This design comes from an exercise in tuning for small area, a short achievable clock period and few clock cycles per item on the open sky130 flow, not from production work. In this exercise RTL edits were held to simulation tests only and were not proved equivalent to the original. Power is estimated from default activity; no workload was simulated.

==> flow/design.v (excerpt) <==
module linkcore_dp (
    input  wire        clk,
    input  wire        rst,         
    input  wire        op_valid,
    output wire        op_ready,
    input  wire [7:0]  op_code,
    input  wire [31:0] op_a,
    input  wire [31:0] op_b,
    output reg         res_valid,
    output reg         res_err,
    output wire [31:0] res_data,
    output wire [31:0] key,
    output wire [31:0] csum,
    output wire [31:0] localkey,
    output wire [31:0] remotekey,
    output wire [31:0] err
);
==> flow/config.mk <==
export PLATFORM = sky130hd
export DESIGN_NAME = linkcore_dp
export DESIGN_NICKNAME = linkcore_dp
export VERILOG_FILES = /design/flow/design.v
export SDC_FILE = /design/flow/constraint.sdc
export NUM_CORES = 4
export LEC_CHECK = 0
export CAP_MARGIN = 20
export CORE_MARGIN = 2
export CORE_UTILIZATION = 60
export SETUP_SLACK_MARGIN = 5
export SLEW_MARGIN = 20
export TNS_END_PERCENT = 0
==> flow/constraint.sdc <==
create_clock -name core_clock -period 10.0 [get_ports {clk}]
set_input_delay 2.0000 -clock core_clock [delete_from_list [all_inputs] [get_ports {clk}]]
set_output_delay 2.0000 -clock core_clock [all_outputs]
set_load 0.01 [all_outputs]
standard.sh (not shown) runs the stock make flow with config.mk's settings and CLKGATE_MAP_FILE= SYNTH_SCRIPT=/design/flow/synth_recipe.tcl, a recipe that flattens the netlist after the stock synthesis.
==> flow/flow/run.sh <==
#!/bin/bash
# The standard layout (standard.sh), with two changes to how it is made:
# the port buffers use the smallest plain buffer cell instead of the
# delay-buffer cell buffer_ports picks by default, and repair_timing aims
# at a larger setup margin than config.mk may ask for. The clock period and
# the constraints are the standard flow's, unchanged.
set -euo pipefail
MARGIN=8.5
sed "s/SETUP_SLACK_MARGIN=[0-9.]*/SETUP_SLACK_MARGIN=${MARGIN}/" standard.sh > standard_m.sh
export BUFFER_PORTS_ARGS="-buffer_cell sky130_fd_sc_hd__buf_1"
bash standard_m.sh > standard.log 2>&1
The starting point ran to the end with no violations.
Testbench counts at the start, summed over its fixed seeds: cycles 2,669, ops 2,637.
Next try:
--- a/flow/flow/run.sh
+++ b/flow/flow/run.sh
@@ -8 +8 @@
-MARGIN=8.5
+MARGIN=7
--- a/flow/config.mk
+++ b/flow/config.mk
@@ -10 +10 @@
-export CORE_UTILIZATION = 60
+export CORE_UTILIZATION = 55
After rerunning:
- worst setup slack improves by 72 ps
- worst hold slack is better by 7.1 ps
- register-to-register slack gets better by 70 ps

* * *

Starting RTL as in the previous note.
// linkcore_dp
module linkcore_dp (
    input  wire        clk,
    input  wire        rst,         
    input  wire        op_valid,
    output wire        op_ready,
    input  wire [7:0]  op_code,
    input  wire [31:0] op_a,
    input  wire [31:0] op_b,
    output reg         res_valid,
    output reg         res_err,
    output wire [31:0] res_data,
    output wire [31:0] key,
    output wire [31:0] csum,
    output wire [31:0] localkey,
    output wire [31:0] remotekey,
    output wire [31:0] err
);
    localparam [31:0] CSUM_SEED      = 32'h0000_15A0;
    localparam [31:0] MASK_OFS_NEG   = 32'hFE00_0000;   
    localparam [31:0] MASK_CONST     = 32'h2079_6220;
    localparam [31:0] REMOTE_KEY_XOR = 32'h6F64_6573;
    localparam [31:0] KDF_C0         = 32'h4B61_7761;
    localparam [31:0] KDF_C1         = 32'h7365_646F;
    reg [31:0] key_r, nk_r, csum_r, rkey_r, mr_r;
    reg [31:0] lk_r;     
    reg        lk_w;     
    reg        eb4, eb6, eb8;    
    reg [1:0]  ecode;    
    reg        pend;     
    reg        s_csum, s_lk, s_rk, s_key, s_mr;    
    function [31:0] kdf_fn(input [31:0] w);
        reg [14:0] n;
        reg [6:0]  s;
        reg [31:0] v;
        begin
            n = {w[17:9] - 9'd1, w[8:3]};
            s = n[13:7] + 7'd56 + {6'd0, n[14]};
            v = {1'b1, s, 1'b1, 6'b011100, n[14], 1'b1, n[13:7], 1'b1, n[6:0]};
  ...
Settings: LEC_CHECK=0, CAP_MARGIN=20, CORE_MARGIN=2, CORE_UTILIZATION=40, SETUP_SLACK_MARGIN=5, SLEW_MARGIN=20, TNS_END_PERCENT=0; clock period 10.0 ns.
==> flow/flow/run.sh <==
#!/bin/bash
# The standard layout (standard.sh), with two changes to how it is made:
# the port buffers use the smallest plain buffer cell instead of the
# delay-buffer cell buffer_ports picks by default, and repair_timing aims
# at a larger setup margin than config.mk may ask for. The clock period and
# the constraints are the standard flow's, unchanged.
set -euo pipefail
MARGIN=7
sed "s/SETUP_SLACK_MARGIN=[0-9.]*/SETUP_SLACK_MARGIN=${MARGIN}/" standard.sh > standard_m.sh
export BUFFER_PORTS_ARGS="-buffer_cell sky130_fd_sc_hd__buf_1"
bash standard_m.sh > standard.log 2>&1
Testbench counts at the start, summed over its fixed seeds: cycles 2,669, ops 2,637.
==> next run, changes <==
--- a/flow/flow/run.sh
+++ b/flow/flow/run.sh
@@ -8 +8 @@
-MARGIN=7
+MARGIN=6
Global-route usage is higher by 0.17 points.
Worst hold slack hardly moves.
Cell area hardly moves.
Count of clock-buffer cells in the layout is lower by 2.
==> next run, changes <==
--- a/flow/flow/run.sh
+++ b/flow/flow/run.sh
@@ -8 +8 @@
-MARGIN=6
+MARGIN=7
- CORE_UTILIZATION: 40 -> 60
Global-route usage grows by 12 points; final cell count shrinks by 8.1%; clock-buffer cell count shrinks by 2.
==> next run, changes <==
- TNS_END_PERCENT: 0 -> 40
=> Now the flow died in 5_1_grt (GRT-0232). Synthesized area does not change. Synthesized cell count does not change.
==> next run, changes <==
- GPL_TIMING_DRIVEN: default -> 0
- TNS_END_PERCENT: 40 -> 0
This time the run ran to the end with no violations.
Synthesized area does not change.
Synthesized cell count is unchanged.
==> next run, changes <==
- CAP_MARGIN: 20 -> 0
- GPL_TIMING_DRIVEN: 0 -> default
- SLEW_MARGIN: 20 -> 0
Result:
- cell area came out lower by 2.5%
- setup slack is better by 71 ps
- final cell count drops by 4.2%

* * *

## exp/fjord
Starting RTL as in the previous note.
export LEC_CHECK = 0
export CAP_MARGIN = 20
export CORE_MARGIN = 2
export CORE_UTILIZATION = 60
export PLACE_DENSITY = 0.72
export SETUP_SLACK_MARGIN = 5
export SLEW_MARGIN = 20
export TNS_END_PERCENT = 0
create_clock -name core_clock -period 10.0 [get_ports {clk}]
==> flow/flow/run.sh <==
#!/bin/bash
# The standard layout (standard.sh), with two changes to how it is made:
# the port buffers use the smallest plain buffer cell instead of the
# delay-buffer cell buffer_ports picks by default, and repair_timing aims
# at a larger setup margin than config.mk may ask for. The clock period and
# the constraints are the standard flow's, unchanged.
set -euo pipefail
MARGIN=7
sed "s/SETUP_SLACK_MARGIN=[0-9.]*/SETUP_SLACK_MARGIN=${MARGIN}/" standard.sh > standard_m.sh
export BUFFER_PORTS_ARGS="-buffer_cell sky130_fd_sc_hd__buf_1"
bash standard_m.sh > standard.log 2>&1
No stage failed in exp/fjord, and the final checks on the layout all came back clean.
Testbench counts of exp/fjord, summed over its fixed seeds: cycles 2,669, ops 2,637.
The inputs of exp/zinc differ from those of exp/fjord as listed below.
# exp/fjord
export LEC_CHECK = 0
export CAP_MARGIN = 20
export CORE_MARGIN = 2
export CORE_UTILIZATION = 60
export PLACE_DENSITY = 0.72
export SETUP_SLACK_MARGIN = 5
export SLEW_MARGIN = 20
export TNS_END_PERCENT = 0
create_clock -name core_clock -period 10.0 [get_ports {clk}]
# exp/zinc
export LEC_CHECK = 0
export CAP_MARGIN = 20
export CORE_MARGIN = 2
export CORE_UTILIZATION = 40
export CTS_BUF_LIST = sky130_fd_sc_hd__clkbuf_4 sky130_fd_sc_hd__clkbuf_8
export SETUP_SLACK_MARGIN = 5
export SLEW_MARGIN = 20
export TNS_END_PERCENT = 0
create_clock -name core_clock -period 10.0 [get_ports {clk}]
## What came out
For post-route fraction of the period consumed by the critical path, exp/zinc and exp/fjord come out practically identical. Relative to exp/fjord, the fraction of met2 tracks used by global routing of exp/zinc is lower by 17 points. exp/zinc: all stages complete, timing, DRC and antenna checks passed. CTS clock-pin slew for the worst setup and hold paths on exp/zinc is up relative to exp/fjord. In exp/zinc, the layout buffering overhead excluding clock cells came out 0.22 points above the value in exp/fjord. As far as area of the multi-input gates is concerned, exp/fjord and exp/zinc perform about the same. exp/zinc vs. exp/fjord: area of the core went up by 15,000 um^2. For first-iteration DRC count, dividing the value from exp/fjord by the value from exp/zinc gives 1.2. Logic gate share of total power, exp/zinc and exp/fjord, lower one = exp/fjord. Reported for exp/zinc and exp/fjord, residual DRC count turned out identical to the last digit. Compared with exp/fjord, exp/zinc has less setup slack. exp/fjord was routed with more vias than exp/zinc.
#### Input delta (exp/pepper over exp/zinc)
# exp/zinc
export LEC_CHECK = 0
export CAP_MARGIN = 20
export CORE_MARGIN = 2
export CORE_UTILIZATION = 40
export CTS_BUF_LIST = sky130_fd_sc_hd__clkbuf_4 sky130_fd_sc_hd__clkbuf_8
export SETUP_SLACK_MARGIN = 5
export SLEW_MARGIN = 20
export TNS_END_PERCENT = 0
create_clock -name core_clock -period 10.0 [get_ports {clk}]
# exp/pepper
export LEC_CHECK = 0
export CAP_MARGIN = 20
export CORE_MARGIN = 2
export CORE_UTILIZATION = 40
export SETUP_SLACK_MARGIN = 5
export SLEW_MARGIN = 20
create_clock -name core_clock -period 10.0 [get_ports {clk}]
-- flow/flow/run.sh --
<<< exp/zinc, line 8
MARGIN=7
>>> exp/pepper, line 8
MARGIN=6
==> notes.md <==
Across both runs, static leakage was higher for exp/pepper than for exp/zinc.
From exp/zinc to exp/pepper, count of buffers from port buffering did not move at all.
Clock insertion delay at the later pin of the skew report came out lower on exp/pepper than on exp/zinc.
Row combinational cell power: exp/pepper higher / exp/zinc lower
Compared exp/pepper vs exp/zinc, and register-to-register slack is down in exp/pepper.
Looking at sequential share of layout area, exp/pepper sits 1.5 points below exp/zinc.
The sequential group share of total power in exp/pepper sits 3.6 points below the value recorded for exp/zinc.
Summary of exp/pepper over exp/zinc: non-clock buffer count has increased, final worst clock skew moved down, clock network power share has increased, met2 usage climbed 1.6 points.
Edits applied to the flow inputs when going from exp/pepper to exp/sierra:
# exp/pepper
export LEC_CHECK = 0
export CAP_MARGIN = 20
export CORE_MARGIN = 2
export CORE_UTILIZATION = 40
export SETUP_SLACK_MARGIN = 5
export SLEW_MARGIN = 20
create_clock -name core_clock -period 10.0 [get_ports {clk}]
# exp/sierra
export LEC_CHECK = 0
export CAP_MARGIN = 20
export CORE_MARGIN = 2
export CORE_UTILIZATION = 50
export SETUP_SLACK_MARGIN = 5
export SLEW_MARGIN = 20
export TNS_END_PERCENT = 0
create_clock -name core_clock -period 10.0 [get_ports {clk}]
-- flow/flow/run.sh --
<<< exp/pepper, line 8
MARGIN=6
>>> exp/sierra, line 8
MARGIN=7
## What came out
A category of the critical setup timing path of reg2reg is what exp/pepper shows, while reg2out belongs to exp/sierra. Going from exp/pepper to exp/sierra, number of antenna violations at the first check in global routing barely changed; global-route wire length before repair dropped about 9%; wire length dropped 6.8 mm; arrival time of data at the critical path endpoint dropped 2.28 ns; time the final worst path needs with I/O delays and setup climbed 0.085 ns. Where area of the core is concerned, exp/pepper is outperformed by exp/sierra. Re reported max-cap violation count: no difference whatsoever between exp/pepper and exp/sierra.
Relative to exp/sierra, the following input files were edited for exp/willow:
# exp/sierra
export LEC_CHECK = 0
export CAP_MARGIN = 20
export CORE_MARGIN = 2
export CORE_UTILIZATION = 50
export SETUP_SLACK_MARGIN = 5
export SLEW_MARGIN = 20
export TNS_END_PERCENT = 0
create_clock -name core_clock -period 10.0 [get_ports {clk}]
# exp/willow
export LEC_CHECK = 0
export CAP_MARGIN = 20
export CORE_MARGIN = 2
export CORE_UTILIZATION = 40
export CTS_BUF_LIST = sky130_fd_sc_hd__clkbuf_8
export SETUP_SLACK_MARGIN = 5
export SLEW_MARGIN = 20
export TNS_END_PERCENT = 0
create_clock -name core_clock -period 10.0 [get_ports {clk}]
[summary]
exp/willow ended up with a higher global-route wire length before repair than exp/sierra did.
Lower post-route fraction of the period consumed by the critical path was reported by exp/willow, not exp/sierra.
Power consumption, exp/willow vs exp/sierra: down by a few percent
exp/willow — clock latency on the worst-skew pair 0.06 ns higher, exp/sierra as reference
exp/willow -> exp/sierra: cell area after layout flat
Row worst hold margin: exp/willow lower / exp/sierra higher
Number of DRC markers in iteration 0, exp/sierra and exp/willow: smaller value in exp/sierra
exp/willow ends up with a setup slack after layout that is 0.11 ns higher than in exp/sierra.
Row cell count: exp/willow higher / exp/sierra lower
On sequential share of cell area, exp/sierra and exp/willow are basically level.
Via total after detailed routing in exp/willow is 1.5% above exp/sierra.

re-timing with driven ports:
In the flow no input, the clock included, has a driving cell. The finished layouts below were timed again as built, in two steps.
Step 1 sets driving cells, clkbuf_16 on the clock port and buf_2 on the other inputs (assumed; they add their load-dependent delay and slew).
Step 2 times the ports against the registers' clock, not the clock port: input delays grow and output delays shrink by t, the midpoint of the rising clock arrivals with the driver on.
Three values: no drivers, after step 1, after step 2; two values: the first two.
run	shift t [ns]	setup slack, ns	slew at the worst register clock pin (ns)
the first run of note 1	0.490	5.697 / 5.697 / 5.297	0.09 / 0.09
the second run of note 1	0.495	5.769 / 5.762 / 5.305	0.08 / 0.08
the first run of note 2	0.506	5.662 / 5.639 / 5.134	0.08 / 0.08
the second run of note 2	0.512	5.535 / 5.488 / 5.051	0.09 / 0.09
the third run of note 2	0.490	5.697 / 5.697 / 5.297	0.09 / 0.09
the fifth run of note 2	0.502	5.626 / 5.575 / 5.139	0.09 / 0.09
the sixth run of note 2	0.490	5.697 / 5.697 / 5.297	0.09 / 0.09
exp/fjord	0.493	5.745 / 5.766 / 5.273	0.09 / 0.09
exp/zinc	0.554	5.741 / 5.698 / 5.178	0.12 / 0.12
exp/pepper	0.511	5.735 / 5.735 / 5.478	0.08 / 0.08
exp/sierra	0.501	5.650 / 5.598 / 5.243	0.09 / 0.09
exp/willow	0.554	5.758 / 5.734 / 5.180	0.12 / 0.12
After both steps every run listed still meets setup and hold. The setup slack of exp/willow, which loses most, moves by -0.024 ns with the drivers and by -0.578 ns with both steps.
